What follows belongs to an exercise in optimizing a design on an open flow for small area, a short achievable clock period and few clock cycles per item; a production flow would make more cautious choices.
Only simulation tests tie the RTL to the original design; equivalence was not proved.

==> 04-25 <==
Design himg_qmap, start of the top module:
module himg_qmap (
    input  wire        clk,
    input  wire        rst,         
    input  wire        in_valid,
    output wire        in_ready,
    input  wire [1:0]  in_op,
    input  wire [15:0] in_data,
    output wire        out_valid,
    input  wire        out_ready,
    output wire [15:0] out_data
);
clock: 14.0 ns
lec_check: 0
abc_area: 1
cap_margin: 20
core_margin: 2
core_utilization: 45
place_density: 0.6
slew_margin: 20
run.sh (not shown) runs the stock make flow with config.mk's settings and CLKGATE_MAP_FILE= SYNTH_SCRIPT=/design/flow/synth_recipe.tcl, a recipe that flattens the netlist after the stock synthesis.
==> 12-23: changes against 04-25 <==
--- a/flow/config.mk
+++ b/flow/config.mk
@@ -9,5 +9,5 @@
 export CAP_MARGIN = 20
 export CORE_MARGIN = 2
-export CORE_UTILIZATION = 45
-export PLACE_DENSITY = 0.6
+export CORE_UTILIZATION = 55
+export PLACE_DENSITY = 0.65
 export SLEW_MARGIN = 20
==> comparison <==
- 12-23 finished with timing, DRC and antenna clean. 04-25 passed the timing, design-rule and antenna checks.
- In worst hold slack, 04-25 and 12-23 hardly differ.
- In synthesized area, 12-23 and 04-25 do not differ.
- In 12-23 the global-route usage is higher than in 04-25, by 6.0 points.
- In 12-23 the core utilization is higher than in 04-25, by 10 points.
- Against 12-23, the maximum frequency of 04-25 is smaller by about 2%.
Testbench counts of 04-25, summed over its fixed seeds: cycles 3,568, items 3,072.
Testbench counts of 12-23, summed over its fixed seeds: cycles 3,568, items 3,072.

==> delta <==
himg_qmap, a different RTL version from the one above (not shown whole).
Settings: LEC_CHECK=0, CAP_MARGIN=50, CORE_MARGIN=2, CORE_UTILIZATION=55, PLACE_DENSITY=0.65, SLEW_MARGIN=70; clock period 14.0 ns.
==> pepper (differences from delta) <==
--- a/flow/design.v
+++ b/flow/design.v
@@ -1407,24 +1407,24 @@
         end
         if (~o1_v | take)
             o1_d <= o2_v ? o2_d : fin_d;
         if (~o2_v)
             o2_d <= fin_d;
     end
     assign cfg_wait = s0_v & (s0_op == 2'd2) & (p1_v | p2_v | p3_v | p4_v | p5_v | p6_v | p7_v | p8_v | p9_v | p10_v | p11_v);
-    wire        o2_v_n = ~rst & ~(~o1_v | take) & (o2_v | (en & fin_v));
-    wire        s0_v_n = ~rst & ((en & ~cfg_wait) ? in_valid : s0_v);
+    wire        o2_v_n = ~(~o1_v | take) & (o2_v | (en & fin_v));
+    wire        s0_v_n = (en & ~cfg_wait) ? in_valid : s0_v;
     wire [1:0]  s0_op_n = (en & ~cfg_wait) ? in_op : s0_op;
-    wire        p1_v_n = ~rst & (en ? (s0_v & ~cfg_wait) : p1_v);
-    wire        p2_v_n = ~rst & (en ? p1_v : p2_v);
-    wire        p3_v_n = ~rst & (en ? p2_v : p3_v);
-    wire        p4_v_n = ~rst & (en ? p3_v : p4_v);
-    wire        p5_v_n = ~rst & (en ? p4_v : p5_v);
-    wire        p6_v_n = ~rst & (en ? p5_v : p6_v);
-    wire        p7_v_n = ~rst & (en ? p6_v : p7_v);
-    wire        p8_v_n = ~rst & (en ? p7_v : p8_v);
-    wire        p9_v_n = ~rst & (en ? p8_v : p9_v);
-    wire        p10_v_n = ~rst & (en ? p9_v : p10_v);
-    wire        p11_v_n = ~rst & (en ? p10_v : p11_v);
+    wire        p1_v_n = en ? (s0_v & ~cfg_wait) : p1_v;
+    wire        p2_v_n = en ? p1_v : p2_v;
+    wire        p3_v_n = en ? p2_v : p3_v;
+    wire        p4_v_n = en ? p3_v : p4_v;
+    wire        p5_v_n = en ? p4_v : p5_v;
+    wire        p6_v_n = en ? p5_v : p6_v;
+    wire        p7_v_n = en ? p6_v : p7_v;
+    wire        p8_v_n = en ? p7_v : p8_v;
+    wire        p9_v_n = en ? p8_v : p9_v;
+    wire        p10_v_n = en ? p9_v : p10_v;
+    wire        p11_v_n = en ? p10_v : p11_v;
     always @(posedge clk)
-        in_ready_r <= ~o2_v_n & ~(s0_v_n & (s0_op_n == 2'd2) & (p1_v_n | p2_v_n | p3_v_n | p4_v_n | p5_v_n | p6_v_n | p7_v_n | p8_v_n | p9_v_n | p10_v_n | p11_v_n));
+        in_ready_r <= rst | ~o2_v_n & ~(s0_v_n & (s0_op_n == 2'd2) & (p1_v_n | p2_v_n | p3_v_n | p4_v_n | p5_v_n | p6_v_n | p7_v_n | p8_v_n | p9_v_n | p10_v_n | p11_v_n));
 endmodule
==> flow/config.mk (replaced) <==
export PLATFORM = sky130hd
export DESIGN_NAME = himg_qmap
export DESIGN_NICKNAME = himg_qmap
export VERILOG_FILES = /design/flow/design.v
export SDC_FILE = /design/flow/constraint.sdc
export NUM_CORES = 4
export LEC_CHECK = 0
export ABC_AREA = 1
export CAP_MARGIN = 20
export CORE_MARGIN = 2
export CORE_UTILIZATION = 55
export PLACE_DENSITY = 0.65
export SLEW_MARGIN = 20
==> run notes <==
                                                                         pepper        delta
Crit path largest cell delay                                             0.67 ns      0.57 ns
Met1 wire length                                                       65,400 um    56,600 um
Result of the run                                       timing/DRC/antenna clean  timing/DRC/antenna clean
Signed area change from the synthesized netlist to the final layout        7.92%        10.7%
Iteration-0 DRC count of the detailed router                               3,499        2,742
Number of distinct library cells after synthesis                              69          106
Overall die width                                                         326 um       321 um
Met1 track demand over resource                                            37.6%        32.5%
Finished Cell Area                                                   0.0616 mm^2  0.0613 mm^2
Total wirelength of the detailed-routed design                        152,000 um   135,000 um
Area fraction in compound gates after synthesis                            12.6%        14.3%
Critical-path maximum fanout                                                  12           13
Post-layout nets                                                           7,549        6,417
Met3 Resource Use GR                                                       3.40%        2.75%
Xor/xnor cell area share of the yosys netlist                              4.77%        5.82%
Wire length on met3                                                      8470 um      5000 um
Yosys top cell area share                                                  34.1%        35.2%
Non-clock buffer share                                                     1.03%        2.77%
Die extent in y                                                           326 um       321 um
Crit Reg-Reg Endpoint                                                   p2_R[10]     p2_R[13]
ANT cells                                                                      1            0
Multiplexer fraction of the synthesized cell area                         0.140%        3.06%
Final cell count without fillers                                           8,202        6,987
Testbench counts of delta, summed over its fixed seeds: cycles 3,568, items 3,072.
Testbench counts of pepper, summed over its fixed seeds: cycles 3,568, items 3,072.

==> wip/sierra <==
Another version of the RTL of himg_qmap (not shown whole).
==> flow/config.mk <==
export PLATFORM = sky130hd
export DESIGN_NAME = himg_qmap
export DESIGN_NICKNAME = himg_qmap
export VERILOG_FILES = /design/flow/design.v
export SDC_FILE = /design/flow/constraint.sdc
export NUM_CORES = 4
export LEC_CHECK = 0
export ABC_AREA = 1
export CAP_MARGIN = 20
export CORE_MARGIN = 2
export CORE_UTILIZATION = 55
export PLACE_DENSITY = 0.65
export SLEW_MARGIN = 20
==> flow/constraint.sdc <==
create_clock -name core_clock -period 14.0 [get_ports {clk}]
set_input_delay 2.8000 -clock core_clock [delete_from_list [all_inputs] [get_ports {clk}]]
set_output_delay 2.8000 -clock core_clock [all_outputs]
set_load 0.01 [all_outputs]
==> inputs of wip/raven, as changes to wip/sierra <==
--- a/flow/config.mk
+++ b/flow/config.mk
@@ -10,4 +10,4 @@
 export CORE_MARGIN = 2
-export CORE_UTILIZATION = 55
-export PLACE_DENSITY = 0.65
+export CORE_UTILIZATION = 65
+export PLACE_DENSITY = 0.75
 export SLEW_MARGIN = 20
==> notes <==
- First-iteration DRC count: wip/raven is larger than wip/sierra (26%).
- Between wip/sierra and wip/raven, the lower utilization is in wip/sierra (gap 10 points).
- Against wip/raven, the sequential share of layout area of wip/sierra is lower by 0.30 points.
- In wip/sierra the final area is larger than in wip/raven, by 0.87%.
- Between wip/raven and wip/sierra, the lower worst hold slack is in wip/sierra (gap 0.0089 ns).
- Against wip/sierra, the final cell count of wip/raven is smaller by 2.6%.
- wip/raven ran to the end with no violations. wip/sierra finished with timing, DRC and antenna clean.
==> figures <==
quantity	wip/raven	wip/sierra
Run status	timing/DRC/antenna clean	timing/DRC/antenna clean
Vias in the first global route	46,300	45,100
Summed area of non-filler cells in the final layout	63,100 µm²	63,700 µm²
Normalized max-slew margin	22.4%	28.5%
Final-layout clock buffer total	115	118
Critical path fanouts, max	15	10
Total instance count after detailed placement	8,020	8,236
Arrival time worst endpoint	4.95 ns	5.02 ns
Met1 Wirelength	63.2 mm	66.9 mm
Sum of met2 wire segment lengths after detailed routing	70.7 mm	71.9 mm
Met2 Usage GRT	54.8%	47.2%
Setup ws final	9.43 ns	9.38 ns
Global-route met3 utilization	3.90%	4.42%
CP peak stage delay	0.82 ns	0.68 ns
Tap Count	1,176	1,391
Number of buffers and inverters on the critical path	4	5
Top achievable clock speed	219 MHz	217 MHz
Global placement routability congestion	0.955	0.930
Critical path depth in cells	17	23
Routed WL per cell	18.2 µm	18.1 µm
Testbench counts of wip/sierra, summed over its fixed seeds: cycles 3,376, items 3,072.
Testbench counts of wip/raven, summed over its fixed seeds: cycles 3,376, items 3,072.

==> v16 <==
himg_qmap with an RTL version that a note above also has.
Design himg_qmap, start of the top module:
module himg_qmap (
    input  wire        clk,
    input  wire        rst,         
    input  wire        in_valid,
    output wire        in_ready,
    input  wire [1:0]  in_op,
    input  wire [15:0] in_data,
    output wire        out_valid,
    input  wire        out_ready,
    output wire [15:0] out_data
);
Settings: LEC_CHECK=0, ABC_AREA=1, CAP_MARGIN=20, CORE_MARGIN=2, CORE_UTILIZATION=65, PLACE_DENSITY=0.75, SLEW_MARGIN=20; clock period 14.0 ns.
==> inputs of v2, as changes to v16 <==
--- a/flow/config.mk
+++ b/flow/config.mk
@@ -6,8 +6,8 @@
 export NUM_CORES = 4
 export LEC_CHECK = 0
 export ABC_AREA = 1
-export CAP_MARGIN = 20
+export CAP_MARGIN = 50
 export CORE_MARGIN = 2
-export CORE_UTILIZATION = 65
-export PLACE_DENSITY = 0.75
-export SLEW_MARGIN = 20
+export CORE_UTILIZATION = 55
+export PLACE_DENSITY = 0.65
+export SLEW_MARGIN = 70
==> comparison <==
Critical path depth: v2 is lower than v16 (18). Of v16 and v2, v2 has the higher die area (gap 15%, measured against v2). v16 finished with timing, DRC and antenna clean. v2 went through all stages and came out clean. Non-clock buffer count: v16 is lower than v2 (78). Between v16 and v2, the lower clock skew is in v2 (gap 0.0043 ns). In v16 the hold slack is better than in v2, by 0.0012 ns. Between v16 and v2, the lower maximum frequency is in v16 (gap about 1.3%, measured against v2). In flip-flop and latch count, v16 and v2 do not differ.
==> figures <==
metric                                                                       v16          v2
Count of placed standard cells in the final layout, fillers left out       7,962       8,266
Aggregate global-route resource usage                                      0.345       0.292
Clock-cell share of area                                                  0.0433      0.0439
Number of diodes                                                               1           0
RD Place Congestion                                                        0.992       0.996
Logic depth of the worst setup path including buffers                         19           1
Clk_buf instances                                                             99         108
Maximum number of pins on one net before global-route repair                  77          49
Flop2flop setup slack                                                    9.42 ns     9.49 ns
Hold Crit Start                                                         p10_q[2]     p6_q[2]
Kind of end point of the critical path                                      flop  output pin
Wire length the detailed router placed on met1                           61.2 mm     65.2 mm
Average wire per standard cell                                           19.3 µm     18.7 µm
Effective utilization at floorplan                                         0.656       0.552
Fraction of area in registers                                              0.347       0.340
DPL Wire Length                                                           118 mm      122 mm
Status                                                  timing/DRC/antenna clean  timing/DRC/antenna clean
Testbench counts of v16, summed over its fixed seeds: cycles 3,568, items 3,072.
Testbench counts of v2, summed over its fixed seeds: cycles 3,568, items 3,072.

==> re-timing with driven ports <==
How much do the figures lean on ideal ports? The routed layouts below were timed once more, with nothing changed but the port constraints.
Step 1 (the two cells are an assumption about what drives the block):
set clk [get_ports {clk}]
set_driving_cell -lib_cell sky130_fd_sc_hd__clkbuf_16 $clk
set_driving_cell -lib_cell sky130_fd_sc_hd__buf_2 [delete_from_list [all_inputs] $clk]
Step 2 also shifts input and output timing later by t, the mid clock arrival at the registers, as if the neighbouring blocks saw the same clock.
Three values: no drivers, after step 1, after step 2; two values: the first two.
run	t (ns)	slack for setup (ns)	worst hold slack (ns)	latest minus earliest clock arrival (ns)	pins driven straight from the clock port
04-25	0.748	9.370 / 9.326 / 9.119	0.413 / 0.413 / 0.413	0.047 / 0.047	1
12-23	0.727	9.458 / 9.387 / 9.458	0.413 / 0.413 / 0.413	0.034 / 0.034	1
delta	0.725	8.740 / 8.740 / 8.740	0.415 / 0.415 / 0.415	0.032 / 0.032	1
pepper	0.729	9.372 / 9.372 / 8.977	0.411 / 0.411 / 0.411	0.030 / 0.030	1
wip/sierra	0.734	9.383 / 9.383 / 9.309	0.403 / 0.403 / 0.403	0.046 / 0.046	1
wip/raven	0.716	9.427 / 9.427 / 9.191	0.412 / 0.412 / 0.412	0.023 / 0.023	1
v16	0.713	9.417 / 9.417 / 9.118	0.413 / 0.413 / 0.413	0.037 / 0.036	1
v2	0.710	9.478 / 9.407 / 9.491	0.412 / 0.412 / 0.412	0.026 / 0.026	1
After both steps setup and hold are still met in every run listed. The setup slack of pepper, which loses most, moves by 0.000 ns with the drivers and by -0.395 ns with both steps.
